This is an optimization exercise on Yosys and OpenROAD, whose aim is a short achievable clock period and few clock cycles, not a production implementation. Function was checked by simulation only, so behaviour that the tests miss may differ from the original. Power is estimated from default activity; no workload was simulated.

==> design.v <==
module bsrw (
    input             clk,
    input             rst,
    input             host_we,
    input      [2:0]  host_addr,
    input      [31:0] host_wdata,
    output            busy,
    output     [31:0] res0,
    output     [31:0] status,
    output            mem_req,
    output            mem_we,
    output     [9:0]  mem_addr,
    output     [7:0]  mem_wdata,
    input      [7:0]  mem_rdata,
    input             mem_ready,
    output            out_valid,
    output     [7:0]  out_data,
    input             out_ready
);
    localparam N_CTX    = 8;
    localparam MEM_SIZE = 1024;
    localparam LEN_MAX  = 32'h0FFF_FFFF;
    localparam POS_MAX  = 14'h3FFF;
    localparam OP_CREATE = 4'h1, OP_DESTROY = 4'h2, OP_AT_END = 4'h3,
               OP_RD1    = 4'h4, OP_RDBITS  = 4'h5, OP_RDFIELD = 4'h6,
               OP_RDBA   = 4'h7, OP_REMBYT  = 4'h8, OP_REMBIT  = 4'h9,
               OP_WRBITS = 4'hA, OP_WRFIELD = 4'hB, OP_WRBA    = 4'hC,
               OP_DUMP   = 4'hD;
    localparam F_ILLEGAL = 4'd1, F_INVALID = 4'd2, F_ALLOC = 4'd3,
               F_LENGTH  = 4'd4, F_FIELD   = 4'd5, F_ADDR  = 4'd6,
               F_POSOVF  = 4'd7, F_OVERRUN = 4'd8;
    localparam RS_OK = 2'd0, RS_TRUNC = 2'd1, RS_PAST = 2'd2;
    localparam S_IDLE    = 5'd0,
               S_DEC     = 5'd1,
               S_DONE    = 5'd2,
               S_CR_Z    = 5'd3,
               S_RBIT    = 5'd4,
               S_RF_NEXT = 5'd5,
               S_RF_WR   = 5'd6,
               S_RBA_RD  = 5'd7,
               S_RBA_WR  = 5'd8,
               S_WB_START= 5'd9,
               S_WB_BIT  = 5'd10,
               S_WB_WR   = 5'd11,
               S_WB_ZERO = 5'd12,
               S_WF_NEXT = 5'd13,
               S_BW_NEXT = 5'd14,
               S_AC_WR   = 5'd15,
               S_AC_ZERO = 5'd16,
               S_SP_RD   = 5'd17,
               S_SP_WR1  = 5'd18,
               S_SP_WR2  = 5'd19,
               S_DH_HDR  = 5'd20,
               S_DH_ROW  = 5'd21,
               S_DH_FETCH= 5'd22,
               S_DH_HEX  = 5'd23,
               S_DH_BAR  = 5'd24,
               S_DH_ASC  = 5'd25,
               S_DH_SP   = 5'd26,
               S_DH_LF   = 5'd27;
    reg [31:0] arg0, arg1, arg2;
    reg [31:0] cmdw;
    reg [31:0] res0_r;
    reg        err_r;
    reg [3:0]  fcode_r;
    reg [1:0]  rstat_r;
    reg        ctx_valid [0:N_CTX-1];
    reg [10:0] ctx_base  [0:N_CTX-1];
    reg [10:0] ctx_len   [0:N_CTX-1];
    reg [13:0] ctx_pos   [0:N_CTX-1];
    reg [3:0]  ctx_brib  [0:N_CTX-1];
    reg [4:0]  state;
    reg [2:0]  cur;         
    reg [10:0] w_base;
    reg [10:0] w_len;
    reg [13:0] w_pos;
    reg [3:0]  w_brib;
    reg [31:0] pend_res;    
    reg [1:0]  pend_rstat;
    reg        res_acc;     
    reg        wb_ctx;      
    reg [3:0]  cnt;         
    reg [7:0]  acc;         
    reg [31:0] rem;         
    reg [3:0]  chunk;       
    reg        ge8;         
    reg        tail;        
    reg [10:0] ptr;         
    reg [10:0] nbytes;      
    reg [7:0]  xbyte;       
    reg [7:0]  ybyte;       
    reg [7:0]  wval;        
    reg [4:0]  wret;        
    reg        aligned;     
    reg [10:0] dsize;       
    reg [3:0]  hidx;        
    reg [4:0]  nrow;        
    reg [3:0]  col;         
    reg [1:0]  sub;         
    reg [7:0]  rowbuf [0:15];
    assign busy   = (state != S_IDLE);
    assign res0   = res0_r;
    assign status = {22'd0, rstat_r, fcode_r, 3'd0, err_r};
    wire [3:0] opc  = cmdw[3:0];
    wire [3:0] cid  = cmdw[7:4];
    wire [3:0] wf   = cmdw[11:8];
    wire       sf   = cmdw[12];
    wire       zf   = cmdw[13];
    wire [7:0] valf = cmdw[23:16];
    wire       w_ok = (wf >= 4'd1) && (wf <= 4'd8);
    reg illegal;
    always @(*) begin
        illegal = (cmdw[15:14] != 2'b00) || (cmdw[31:24] != 8'd0);
        case (opc)
            OP_CREATE:  illegal = illegal || (cid != 0) || (wf != 0) || sf || (valf != 0);
            OP_DESTROY, OP_AT_END, OP_RDBA, OP_REMBYT, OP_REMBIT:
                        illegal = illegal || (wf != 0) || sf || zf || (valf != 0);
            OP_RD1, OP_RDFIELD, OP_WRFIELD, OP_WRBA:
                        illegal = illegal || (wf != 0) || zf || (valf != 0);
            OP_RDBITS:  illegal = illegal || !w_ok || zf || (valf != 0);
            OP_WRBITS:  illegal = illegal || !w_ok || zf;
            OP_DUMP:    illegal = illegal || (cid != 0) || (wf != 0) || sf || zf || (valf != 0);
            default:    illegal = 1'b1;
        endcase
    end
    wire [2:0]  ci     = cid[2:0];
    wire        uses_ctx = (opc != OP_CREATE) && (opc != OP_DUMP);
    wire        invalid  = uses_ctx && (cid[3] || !ctx_valid[ci]);
    wire [10:0] c_base = ctx_base[ci];
    wire [10:0] c_len  = ctx_len[ci];
    wire [13:0] c_pos  = ctx_pos[ci];
    wire [3:0]  c_brib = ctx_brib[ci];
    wire        c_at_end = ({3'd0, c_len} <= c_pos);
    wire [15:0] c_len_m_pos = {5'd0, c_len} - {2'd0, c_pos};
    wire [31:0] rembits = c_at_end ? 32'd0
                        : ({16'd0, (c_len_m_pos - 16'd1)} << 3) + {28'd0, c_brib};
    function in_range;
        input [31:0] a;
        input [34:0] n;
        begin
            in_range = ({3'd0, a} + n) <= MEM_SIZE;
        end
    endfunction
    function [29:0] ceil8;
        input [31:0] x;
        reg [32:0] t;
        begin
            t = {1'b0, x} + 33'd7;
            ceil8 = t[32:3];
        end
    endfunction
    reg [31:0] nbits;
    always @(*) begin
        case (opc)
            OP_RD1:    nbits = 32'd1;
            OP_RDBITS: nbits = {28'd0, wf};
            default:   nbits = arg0;
        endcase
    end
    wire [33:0] adv_t   = {2'd0, nbits} + {30'd0, (4'd8 - c_brib)};
    wire [31:0] adv_pos = {18'd0, c_pos} + {1'b0, adv_t[33:3]};
    wire        pos_ovf = adv_pos > {18'd0, POS_MAX};
    wire [29:0] fcount = (arg0 >= 32'd8) ? ceil8(arg0) : 30'd1;
    wire signed [31:0] maxl     = arg0;
    wire signed [31:0] rem_bytes_s = $signed({21'd0, c_len}) - $signed({18'd0, c_pos});
    wire signed [31:0] rba_min  = (maxl < rem_bytes_s) ? maxl : rem_bytes_s;
    wire [31:0]        rba_n    = (rba_min < 0) ? 32'd0 : rba_min;
    wire [31:0]        rba_req  = (maxl < 0) ? 32'd0 : maxl;
    wire [11:0] dump_sz15 = {1'b0, arg1[10:0]} + 12'd15;
    wire [7:0]  dump_rows = dump_sz15[11:4];
    reg        any_free;
    reg [2:0]  free_idx;
    integer    k;
    always @(*) begin
        any_free = 1'b0;
        free_idx = 3'd0;
        for (k = N_CTX - 1; k >= 0; k = k - 1) begin
            if (!ctx_valid[k]) begin
                any_free = 1'b1;
                free_idx = k[2:0];
            end
        end
    end
    function [1:0] classify;
        input [34:0] req;
        input [31:0] rb;
        begin
            if (req <= {3'd0, rb})
                classify = RS_OK;
            else if (rb == 32'd0)
                classify = RS_PAST;
            else
                classify = RS_TRUNC;
        end
    endfunction
    reg [3:0] fault;
    always @(*) begin
        fault = 4'd0;
        if (illegal)
            fault = F_ILLEGAL;
        else if (invalid)
            fault = F_INVALID;
        else begin
            case (opc)
                OP_CREATE: begin
                    if (!any_free)                          fault = F_ALLOC;
                    else if (arg1 > LEN_MAX)                fault = F_LENGTH;
                    else if (!in_range(arg0, {3'd0, arg1})) fault = F_ADDR;
                end
                OP_RD1, OP_RDBITS: begin
                    if (pos_ovf)                            fault = F_POSOVF;
                    else if (sf && (nbits > rembits))       fault = F_OVERRUN;
                end
                OP_RDFIELD: begin
                    if (!in_range(arg1, {5'd0, fcount}))    fault = F_ADDR;
                    else if (pos_ovf)                       fault = F_POSOVF;
                    else if (sf && (arg0 > rembits))        fault = F_OVERRUN;
                end
                OP_RDBA: begin
                    if (!in_range(arg1, {3'd0, rba_n}))     fault = F_ADDR;
                end
                OP_WRBITS: begin
                    if (sf && ({28'd0, wf} > rembits))      fault = F_OVERRUN;
                end
                OP_WRFIELD: begin
                    if (arg1 != {2'd0, ceil8(arg2)})        fault = F_FIELD;
                    else if (!in_range(arg0, {3'd0, arg1})) fault = F_ADDR;
                    else if (sf && (arg2 > rembits))        fault = F_OVERRUN;
                end
                OP_WRBA: begin
                    if (!in_range(arg0, {3'd0, arg1}))      fault = F_ADDR;
                    else if (sf && ({arg1, 3'd0} > {3'd0, rembits})) fault = F_OVERRUN;
                end
                OP_DUMP: begin
                    if (!in_range(arg0, {3'd0, arg1}))      fault = F_ADDR;
                end
                default: ;
            endcase
        end
    end
    wire        w_in_buf   = (w_pos < {3'd0, w_len});
    wire [13:0] w_pos_inc  = w_pos + 14'd1;
    wire        w_next_in  = (w_pos_inc < {3'd0, w_len});
    wire [9:0]  w_addr     = w_base[9:0] + w_pos[9:0];
    wire [3:0]  nb         = w_brib - 4'd1;    
    wire [3:0]  cnt_m1     = cnt - 4'd1;
    wire        wbit       = wval[cnt_m1[2:0]];
    function [7:0] hexdigit;
        input [3:0] d;
        begin
            hexdigit = (d < 4'd10) ? (8'h30 + {4'd0, d}) : (8'h37 + {4'd0, d});
        end
    endfunction
    function [7:0] hdr_char;
        input [3:0] i;
        begin
            case (i)
                4'd0: hdr_char = "H";
                4'd1: hdr_char = "E";
                4'd2: hdr_char = "X";
                4'd3: hdr_char = "D";
                4'd4: hdr_char = "U";
                4'd5: hdr_char = "M";
                4'd6: hdr_char = "P";
                default: hdr_char = 8'h0A;
            endcase
        end
    endfunction
    localparam HDR_LAST = 4'd7;
    wire [7:0] cellb = rowbuf[col];
    wire       col_used = ({1'b0, col} < nrow);
    reg [7:0] dump_char;
    always @(*) begin
        case (state)
            S_DH_HDR: dump_char = hdr_char(hidx);
            S_DH_HEX: begin
                if (!col_used || sub >= 2'd2)
                    dump_char = 8'h20;
                else if (sub == 2'd0)
                    dump_char = hexdigit(cellb[7:4]);
                else
                    dump_char = hexdigit(cellb[3:0]);
            end
            S_DH_BAR: dump_char = (sub == 2'd0) ? 8'h7C : 8'h20;
            S_DH_ASC: dump_char = (cellb >= 8'h20 && cellb <= 8'h7E) ? cellb : 8'h2E;
            S_DH_SP:  dump_char = 8'h20;
            default:  dump_char = 8'h0A;
        endcase
    end
    assign out_valid = (state >= S_DH_HDR) && (state != S_DH_ROW) && (state != S_DH_FETCH);
    assign out_data  = dump_char;
    reg        m_req, m_we;
    reg [9:0]  m_addr;
    reg [7:0]  m_wdata;
    always @(*) begin
        m_req   = 1'b0;
        m_we    = 1'b0;
        m_addr  = w_addr;
        m_wdata = 8'd0;
        case (state)
            S_CR_Z:    begin m_req = 1'b1; m_we = 1'b1; m_addr = w_base[9:0]; end
            S_RBIT:    begin m_req = w_in_buf; end
            S_RF_WR:   begin m_req = 1'b1; m_we = 1'b1; m_addr = ptr[9:0];
                             m_wdata = tail ? (acc << (4'd8 - chunk)) : acc; end
            S_RBA_RD:  begin m_req = 1'b1; end
            S_RBA_WR:  begin m_req = 1'b1; m_we = 1'b1; m_addr = ptr[9:0]; m_wdata = xbyte; end
            S_WB_BIT:  begin m_req = w_in_buf; end
            S_WB_WR:   begin m_req = 1'b1; m_we = 1'b1; m_wdata = ybyte; end
            S_WB_ZERO: begin m_req = 1'b1; m_we = 1'b1; end
            S_WF_NEXT: begin m_req = 1'b1; m_addr = ptr[9:0]; end
            S_BW_NEXT: begin m_req = w_in_buf; m_addr = ptr[9:0]; end
            S_AC_WR:   begin m_req = 1'b1; m_we = 1'b1; m_wdata = xbyte; end
            S_AC_ZERO: begin m_req = 1'b1; m_we = 1'b1; end
            S_SP_RD:   begin m_req = 1'b1; end
            S_SP_WR1:  begin m_req = 1'b1; m_we = 1'b1; m_wdata = ybyte; end
            S_SP_WR2:  begin m_req = 1'b1; m_we = 1'b1; m_wdata = xbyte << w_brib; end
            S_DH_FETCH:begin m_req = 1'b1; m_addr = ptr[9:0]; end
            default: ;
        endcase
    end
    assign mem_req   = m_req;
    assign mem_we    = m_we;
    assign mem_addr  = m_addr;
    assign mem_wdata = m_wdata;
    integer i;
    always @(posedge clk) begin
        if (rst) begin
            state   <= S_IDLE;
            arg0    <= 32'd0;
            arg1    <= 32'd0;
            arg2    <= 32'd0;
            cmdw    <= 32'd0;
            res0_r  <= 32'd0;
            err_r   <= 1'b0;
            fcode_r <= 4'd0;
            rstat_r <= 2'd0;
            for (i = 0; i < N_CTX; i = i + 1)
                ctx_valid[i] <= 1'b0;
        end else begin
            case (state)
            S_IDLE: begin
                if (host_we) begin
                    case (host_addr)
                        3'd0: begin cmdw <= host_wdata; state <= S_DEC; end
                        3'd1: arg0 <= host_wdata;
                        3'd2: arg1 <= host_wdata;
                        3'd3: arg2 <= host_wdata;
                        default: ;
                    endcase
                end
            end
            S_DEC: begin
                cur        <= ci;
                w_base     <= c_base;
                w_len      <= c_len;
                w_pos      <= c_pos;
                w_brib     <= c_brib;
                res_acc    <= 1'b0;
                wb_ctx     <= 1'b0;
                pend_res   <= 32'd0;
                pend_rstat <= RS_OK;
                if (fault != 4'd0) begin
                    res0_r  <= 32'd0;
                    fcode_r <= fault;
                    rstat_r <= RS_OK;
                    err_r   <= 1'b1;
                    state   <= S_IDLE;
                end else begin
                    case (opc)
                    OP_CREATE: begin
                        ctx_valid[free_idx] <= 1'b1;
                        ctx_base[free_idx]  <= arg0[10:0];
                        ctx_len[free_idx]   <= arg1[10:0];
                        ctx_pos[free_idx]   <= 14'd0;
                        ctx_brib[free_idx]  <= 4'd8;
                        w_base   <= arg0[10:0];
                        pend_res <= {29'd0, free_idx};
                        if (zf && arg1 != 32'd0)
                            state <= S_CR_Z;
                        else
                            state <= S_DONE;
                    end
                    OP_DESTROY: begin
                        ctx_valid[ci] <= 1'b0;
                        state <= S_DONE;
                    end
                    OP_AT_END: begin
                        pend_res <= {31'd0, c_at_end};
                        state <= S_DONE;
                    end
                    OP_REMBYT: begin
                        pend_res <= rem_bytes_s;
                        state <= S_DONE;
                    end
                    OP_REMBIT: begin
                        pend_res <= rembits;
                        state <= S_DONE;
                    end
                    OP_RD1, OP_RDBITS: begin
                        wb_ctx     <= 1'b1;
                        res_acc    <= 1'b1;
                        pend_rstat <= classify({3'd0, nbits}, rembits);
                        acc        <= 8'd0;
                        cnt        <= nbits[3:0];
                        state      <= S_RBIT;
                    end
                    OP_RDFIELD: begin
                        wb_ctx     <= 1'b1;
                        pend_res   <= {2'd0, fcount};
                        pend_rstat <= classify({3'd0, arg0}, rembits);
                        rem        <= arg0;
                        ge8        <= (arg0 >= 32'd8);
                        ptr        <= arg1[10:0];
                        state      <= S_RF_NEXT;
                    end
                    OP_RDBA: begin
                        wb_ctx     <= 1'b1;
                        pend_res   <= rba_n;
                        pend_rstat <= (rba_n == rba_req) ? RS_OK :
                                      (rba_n == 32'd0)   ? RS_PAST : RS_TRUNC;
                        nbytes     <= rba_n[10:0];
                        ptr        <= arg1[10:0];
                        state      <= (rba_n == 32'd0) ? S_DONE : S_RBA_RD;
                    end
                    OP_WRBITS: begin
                        wb_ctx     <= 1'b1;
                        pend_rstat <= classify({31'd0, wf}, rembits);
                        wval       <= valf;
                        cnt        <= wf;
                        wret       <= S_DONE;
                        state      <= S_WB_START;
                    end
                    OP_WRFIELD: begin
                        wb_ctx     <= 1'b1;
                        pend_rstat <= classify({3'd0, arg2}, rembits);
                        ptr        <= arg0[10:0];
                        nbytes     <= arg1[10:0];
                        rem        <= arg2;
                        aligned    <= 1'b1;
                        if (arg1 == 32'd0)
                            state <= S_DONE;
                        else if (c_brib == 4'd8 && arg2[2:0] == 3'd0)
                            state <= S_BW_NEXT;
                        else
                            state <= S_WF_NEXT;
                    end
                    OP_WRBA: begin
                        wb_ctx     <= 1'b1;
                        pend_rstat <= classify({arg1, 3'd0}, rembits);
                        ptr        <= arg0[10:0];
                        nbytes     <= arg1[10:0];
                        aligned    <= (c_brib == 4'd8);
                        state      <= (arg1 == 32'd0) ? S_DONE : S_BW_NEXT;
                    end
                    OP_DUMP: begin
                        pend_res <= {24'd0, dump_rows};
                        ptr      <= arg0[10:0];
                        dsize    <= arg1[10:0];
                        hidx     <= 4'd0;
                        state    <= S_DH_HDR;
                    end
                    default: state <= S_DONE;
                    endcase
                end
            end
            S_CR_Z: if (mem_ready) state <= S_DONE;
            S_RBIT: begin
                if (!w_in_buf || mem_ready) begin
                    acc <= {acc[6:0], (w_in_buf ? mem_rdata[nb[2:0]] : 1'b0)};
                    if (nb == 4'd0) begin
                        w_pos  <= w_pos_inc;
                        w_brib <= 4'd8;
                    end else begin
                        w_brib <= nb;
                    end
                    cnt <= cnt - 4'd1;
                    if (cnt == 4'd1)
                        state <= res_acc ? S_DONE : S_RF_WR;
                end
            end
            S_RF_NEXT: begin
                acc <= 8'd0;
                if (ge8) begin
                    if (rem == 32'd0) begin
                        state <= S_DONE;
                    end else begin
                        chunk <= (rem >= 32'd8) ? 4'd8 : {1'b0, rem[2:0]};
                        cnt   <= (rem >= 32'd8) ? 4'd8 : {1'b0, rem[2:0]};
                        tail  <= (rem < 32'd8);
                        state <= S_RBIT;
                    end
                end else begin
                    chunk <= {1'b0, rem[2:0]};
                    cnt   <= {1'b0, rem[2:0]};
                    tail  <= 1'b0;
                    state <= (rem[2:0] == 3'd0) ? S_RF_WR : S_RBIT;
                end
            end
            S_RF_WR: begin
                if (mem_ready) begin
                    ptr <= ptr + 11'd1;
                    rem <= rem - {28'd0, chunk};
                    state <= ge8 ? S_RF_NEXT : S_DONE;
                end
            end
            S_RBA_RD: begin
                if (mem_ready) begin
                    xbyte <= mem_rdata;
                    state <= S_RBA_WR;
                end
            end
            S_RBA_WR: begin
                if (mem_ready) begin
                    ptr    <= ptr + 11'd1;
                    w_pos  <= w_pos_inc;
                    nbytes <= nbytes - 11'd1;
                    state  <= (nbytes == 11'd1) ? S_DONE : S_RBA_RD;
                end
            end
            S_WB_START: begin
                state <= w_in_buf ? S_WB_BIT : wret;
            end
            S_WB_BIT: begin
                if (w_in_buf) begin
                    if (mem_ready) begin
                        ybyte <= mem_rdata | ({7'd0, wbit} << nb[2:0]);
                        state <= S_WB_WR;
                    end
                end else begin
                    cnt <= cnt - 4'd1;
                    if (nb == 4'd0) begin
                        w_pos  <= w_pos_inc;
                        w_brib <= 4'd8;
                    end else begin
                        w_brib <= nb;
                    end
                    if (cnt == 4'd1)
                        state <= wret;
                end
            end
            S_WB_WR: begin
                if (mem_ready) begin
                    cnt <= cnt - 4'd1;
                    if (nb == 4'd0) begin
                        w_pos  <= w_pos_inc;
                        w_brib <= 4'd8;
                        if (w_next_in)
                            state <= S_WB_ZERO;
                        else
                            state <= (cnt == 4'd1) ? wret : S_WB_BIT;
                    end else begin
                        w_brib <= nb;
                        state  <= (cnt == 4'd1) ? wret : S_WB_BIT;
                    end
                end
            end
            S_WB_ZERO: begin
                if (mem_ready)
                    state <= (cnt == 4'd0) ? wret : S_WB_BIT;
            end
            S_WF_NEXT: begin
                if (mem_ready) begin
                    ptr    <= ptr + 11'd1;
                    nbytes <= nbytes - 11'd1;
                    if (rem < 32'd8) begin
                        wval <= mem_rdata >> (4'd8 - rem[3:0]);
                        cnt  <= rem[3:0];
                    end else begin
                        wval <= mem_rdata;
                        cnt  <= 4'd8;
                        rem  <= rem - 32'd8;
                    end
                    wret  <= (nbytes == 11'd1) ? S_DONE : S_WF_NEXT;
                    state <= S_WB_START;
                end
            end
            S_BW_NEXT: begin
                if (!w_in_buf) begin
                    state <= S_DONE;
                end else if (mem_ready) begin
                    xbyte <= mem_rdata;
                    ptr   <= ptr + 11'd1;
                    state <= aligned ? S_AC_WR : S_SP_RD;
                end
            end
            S_AC_WR: begin
                if (mem_ready) begin
                    w_pos  <= w_pos_inc;
                    nbytes <= nbytes - 11'd1;
                    if (w_next_in)
                        state <= S_AC_ZERO;
                    else
                        state <= (nbytes == 11'd1) ? S_DONE : S_BW_NEXT;
                end
            end
            S_AC_ZERO: begin
                if (mem_ready)
                    state <= (nbytes == 11'd0) ? S_DONE : S_BW_NEXT;
            end
            S_SP_RD: begin
                if (mem_ready) begin
                    ybyte <= mem_rdata | (xbyte >> (4'd8 - w_brib));
                    state <= S_SP_WR1;
                end
            end
            S_SP_WR1: begin
                if (mem_ready) begin
                    w_pos  <= w_pos_inc;
                    nbytes <= nbytes - 11'd1;
                    if (w_next_in)
                        state <= S_SP_WR2;
                    else
                        state <= (nbytes == 11'd1) ? S_DONE : S_BW_NEXT;
                end
            end
            S_SP_WR2: begin
                if (mem_ready)
                    state <= (nbytes == 11'd0) ? S_DONE : S_BW_NEXT;
            end
            S_DH_HDR: begin
                if (out_ready) begin
                    hidx <= hidx + 4'd1;
                    if (hidx == HDR_LAST)
                        state <= S_DH_ROW;
                end
            end
            S_DH_ROW: begin
                if (dsize == 11'd0) begin
                    state <= S_DONE;
                end else begin
                    nrow  <= (dsize >= 11'd16) ? 5'd16 : dsize[4:0];
                    col   <= 4'd0;
                    state <= S_DH_FETCH;
                end
            end
            S_DH_FETCH: begin
                if (mem_ready) begin
                    rowbuf[col] <= mem_rdata;
                    ptr <= ptr + 11'd1;
                    col <= col + 4'd1;
                    if ({1'b0, col} == nrow - 5'd1) begin
                        col   <= 4'd0;
                        sub   <= 2'd0;
                        state <= S_DH_HEX;
                    end
                end
            end
            S_DH_HEX: begin
                if (out_ready) begin
                    if (sub == 2'd3 || (sub == 2'd2 && col != 4'd7)) begin
                        sub <= 2'd0;
                        col <= col + 4'd1;
                        if (col == 4'd15)
                            state <= S_DH_BAR;
                    end else begin
                        sub <= sub + 2'd1;
                    end
                end
            end
            S_DH_BAR: begin
                if (out_ready) begin
                    sub <= sub + 2'd1;
                    if (sub == 2'd2) begin
                        col   <= 4'd0;
                        state <= S_DH_ASC;
                    end
                end
            end
            S_DH_ASC: begin
                if (out_ready) begin
                    col <= col + 4'd1;
                    if ({1'b0, col} == nrow - 5'd1)
                        state <= S_DH_SP;
                end
            end
            S_DH_SP: if (out_ready) state <= S_DH_LF;
            S_DH_LF: begin
                if (out_ready) begin
                    dsize <= dsize - {6'd0, nrow};
                    state <= S_DH_ROW;
                end
            end
            S_DONE: begin
                if (wb_ctx) begin
                    ctx_pos[cur]  <= w_pos;
                    ctx_brib[cur] <= w_brib;
                end
                res0_r  <= res_acc ? {24'd0, acc} : pend_res;
                fcode_r <= 4'd0;
                rstat_r <= pend_rstat;
                state   <= S_IDLE;
            end
            default: state <= S_IDLE;
            endcase
        end
    end
endmodule
==> run.sh <==
#!/bin/bash
# synth_recipe.tcl (not shown) runs the flow's synth.tcl, then flattens the netlist and writes it again
# the make line also repeats each setting of config.mk as NAME=value (left out here)
make -C /OpenROAD-flow-scripts/flow DESIGN_CONFIG=/design/flow/config.mk WORK_HOME=/design/flow/orfs CLKGATE_MAP_FILE= SYNTH_SCRIPT=/design/flow/synth_recipe.tcl finish
==> config.mk <==
export PLATFORM = sky130hd
export DESIGN_NAME = bsrw
export DESIGN_NICKNAME = bsrw
export VERILOG_FILES = /design/flow/design.v
export SDC_FILE = /design/flow/constraint.sdc
export NUM_CORES = 4
export LEC_CHECK = 0
export CAP_MARGIN = 20
export CORE_MARGIN = 2
export CORE_UTILIZATION = 40
export SLEW_MARGIN = 20
==> constraint.sdc <==
create_clock -name core_clock -period 12.0 [get_ports {clk}]
set_input_delay 2.4000 -clock core_clock [delete_from_list [all_inputs] [get_ports {clk}]]
set_output_delay 2.4000 -clock core_clock [all_outputs]
set_load 0.01 [all_outputs]
==> notes.md <==
-- stage by stage --
step	total power, mW	cell area [um^2]	TNS, ns	instances	setup slack (ns)
global placement	3.90	57700	0	7212	0.780
detailed placement	3.91	57700	0	7212	0.635
finish	6.96	61100	0	7392	0.812
CTS	6.98	61000	0	7384	0.532
floorplan	3.62	54200	-23.82	5480	-0.567
global route	7.16	61100	0	7391	0.141
-- final timing paths --
| path | endpoint | depth (start not counted) |
|---|---|---|
| setup / recovery | rem[29] | 35 |
| hold / removal | cmdw[29] | 2 |
| hold reg to reg | cmdw[29] | 2 |
| setup reg to reg | rem[29] | 35 |
-- kinds of logic after synthesis --
family / count (synthesis) / share of synthesized area (%)
compound gates: 1383 / 16.7
xor+xnor: 232 / 3.79
fa+ha+maj: 313 / 7.34
buf+inv: 473 / 3.57
flops: 829 / 42.7
mux: 290 / 8.52
other cells: 1 / 0.00693
simple gates: 1934 / 17.4
-- state kept, by name, indices dropped and copies added, names as in the netlist, 32 cells and up, named ones only --
| name | count |
|---|---|
| rem | 32 |
| ctx_len | 88 |
| ctx_pos | 112 |
| arg0 | 32 |
| res0_r | 32 |
| ctx_brib | 32 |
| rowbuf | 128 |
| pend_res | 32 |
| arg1 | 32 |
| ctx_base | 80 |
| arg2 | 32 |
| cmdw | 32 |
-- area by class of cell --
type / instances / share of cell area [%]
multi-input combinational: 4178 / 48.1
sequential: 829 / 37.8
clock buffer: 115 / 4.11
timing repair buffer: 289 / 4.10
tap: 1768 / 3.62
clock inverter: 57 / 1.31
inverter: 155 / 0.952
antenna: 1 / 0.00410
-- power by group --
| part | switching [mW] | total (mW) | internal, mW |
|---|---|---|---|
| Sequential | 0.0542 | 3.17 | 3.12 |
| Combinational | 0.469 | 0.703 | 0.233 |
| Clock | 1.29 | 3.08 | 1.79 |
-- layer usage --
layer	GRT usage [%]	routed length, um
met1	37.3	81500
met2	42.1	85600
met4	15.8	12800
met3	4.90	16000
met5	0	49
-- Yosys cell counts (38+ instances only) --
library cell	number	share of area, %
nand2_1	704	4.9
edfxtp_1	650	36
a21oi_1	437	4.0
nor2_1	359	2.5
ha_1	304	7.0
o21ai_0	255	2.4
clkbuf_1	237	1.6
dfxtp_1	179	6.6
nand3_1	150	1.4
inv_1	148	1.0
nor3_1	142	1.3
xnor2_1	136	2.2
mux4_2	131	5.5
mux2i_1	106	2.0
xor2_1	94	1.5
a21o_1	91	1.3
and3_1	71	0.82
nand4_1	70	0.81
nor4_1	70	0.81
nor2b_1	65	0.75
nand2b_1	60	0.69
o21a_1	59	0.82
and2_1	54	0.62
mux2_2	53	1.1
o211ai_1	45	0.62
or3_1	41	0.47
a211oi_1	40	0.55
a31oi_1	40	0.46
a22o_1	38	0.62
-- critical path, delay by kind of cell (launching register included) --
| family | cells | cell delay (ns) |
|---|---|---|
| buffers and inverters | 4 | 1.04 |
| multiplexers | 3 | 1.26 |
| flip-flops | 1 | 0.63 |
| XOR/XNOR | 1 | 0.44 |
| AND/OR/NAND/NOR | 8 | 1.75 |
| adder cells (fa/ha/maj) | 4 | 1.29 |
| AO/OA/AOI/OAI | 15 | 4.38 |
-- repair_timing --
action,4_1_cts,5_1_grt
buffers inserted,0,5
resized for setup,0,2
hold buffers,0,0
setup endpoints to repair,0,224
==> flow_metrics.py <==
metrics = {
    "grt": {
        "gr-total-overflow": 0,
        "grt_pass1_wl_um": 287000,
        "track_usage_pct": 27.7,
        "grt_pass1_vias": 43400,
        "antenna_found_initial": 7,
        "grt_max_degree": 97,
    },
    "clock_tree": {
        "h-tree-depth": 3,
        "cts_sinks": 829,
        "cts_root_buf": "clkbuf_16",
        "clk_pin_slew_worst_paths_ns": 0.06,
        "cts_buffers": 91,
        "cts_tree": "done",
        "clock_latency_ns": 0.76,
        "cts.path.max_buffers": 3,
    },
    "synthesis": {
        "synth_warnings": 1,
        "syn_inst": 5455,
        "synth_area_um2": 54100,
        "synthArstFlopShare_pct": 0,
        "synth_seq_cells": 829,
        "synth.distinct_cells": 106,
        "syn_area_per_cell_um2": 9.92,
        "seq_area_frac_synth_pct": 42.7,
        "synth_edf_count": 650,
        "synth_ff_type": "edfxtp_1",
    },
    "layout": {
        "final_nets": 5904,
        "nFillCells": 12700,
        "layout_commonest_cell": "nand2_1",
        "finish.utilization_pct": 45.7,
        "final_cell_mix": "nand2_1, edfxtp_1, a21oi_1, nor2_1, ha_1",
        "synthToLayoutAreaGrowth_pct": 12.9,
        "regArea_um2": 23100,
        "drive_gt1_share_pct": 11.1,
        "multi_input_area_um2": 29400,
    },
    "setup_path": {
        "cpMaxStageDelayCell": "a2111oi_0",
        "cp_max_fo": 29,
        "end_kind": "register",
        "path_class": "register to register",
        "crit_path_start_kind": "register",
        "arrival_ns": 11.61,
        "r2r_slack_ns": 0.81,
        "max_stage_delay_ns": 0.64,
        "critPathRequiredTime_ns": 12.43,
    },
    "die": {
        "fp-row-count": 134,
        "die_h_um": 372,
        "io_pins": 142,
        "core_region_area_um2": 134000,
        "die_area_um2": 138000,
        "die_x_um": 372,
        "initial_utilization_pct": 40.4,
    },
    "pwr": {
        "powerDensity_nw_per_um2": 114,
        "ir_drop_mv": 0.0988,
        "total_leakage_power_nw": 21.8,
    },
    "worst_hold_path": {
        "hold_path_class": "register to register",
        "hold_start": "cmdw[29]",
    },
    "routing": {
        "drt_pass1_iterations": 9,
        "vias_per_cell": 6.23,
        "wl_per_cell_um": 26.5,
        "drt_wl_total_um": 196000,
        "drtIter0Drc": 5347,
        "routed-via-count": 46100,
        "drc_errors": 0,
        "postRouteAntennaNets": 0,
    },
    "run": {
        "maxCapViolations": 0,
    },
    "outcome": {
        "status": "complete, no violations",
    },
    "timing": {
        "hold_violations": 0,
        "slew_violations": 0,
        "tightest_slew_ns": 1.23,
        "period_share_pct": 93.2,
        "rsz0062_at_grt": "false",
        "finalSetupViolCount": 0,
        "slew_headroom_pct": 17.6,
        "max_freq_mhz": 89.4,
        "period_minus_slack_ns": 11.19,
        "hold_slack_ns": 0.454,
        "skew_ns": 0.0641,
    },
    "placed_design": {
        "gp_congestion": 1.03,
        "hpwlAfterDp_um": 144000,
        "port_buffers": 115,
    },
}
Testbench counts, summed over its fixed seeds: cycles 70,368.

[separate check: timing with driven ports]
The results above use ideal ports. As a check the final layout listed here was re-extracted and re-timed, cells and wires unchanged. Step 1: set_driving_cell puts a clkbuf_16 on clk and a buf_2 on each other input, an assumption about the parent block. Step 2 also shifts input and output timing later by t, the mid clock arrival at the registers, as if the neighbouring blocks saw the same clock. a / b / c = ideal / step 1 / step 2; a / b = the first two.
t, ns: 0.811
slack for setup (ns): 0.812 / 0.812 / 0.812
worst register clock-pin slew, ns: 0.07 / 0.07
After both steps setup and hold are still met in this run. The setup slack of this run moves by 0.000 ns with the drivers and by 0.000 ns with both steps.
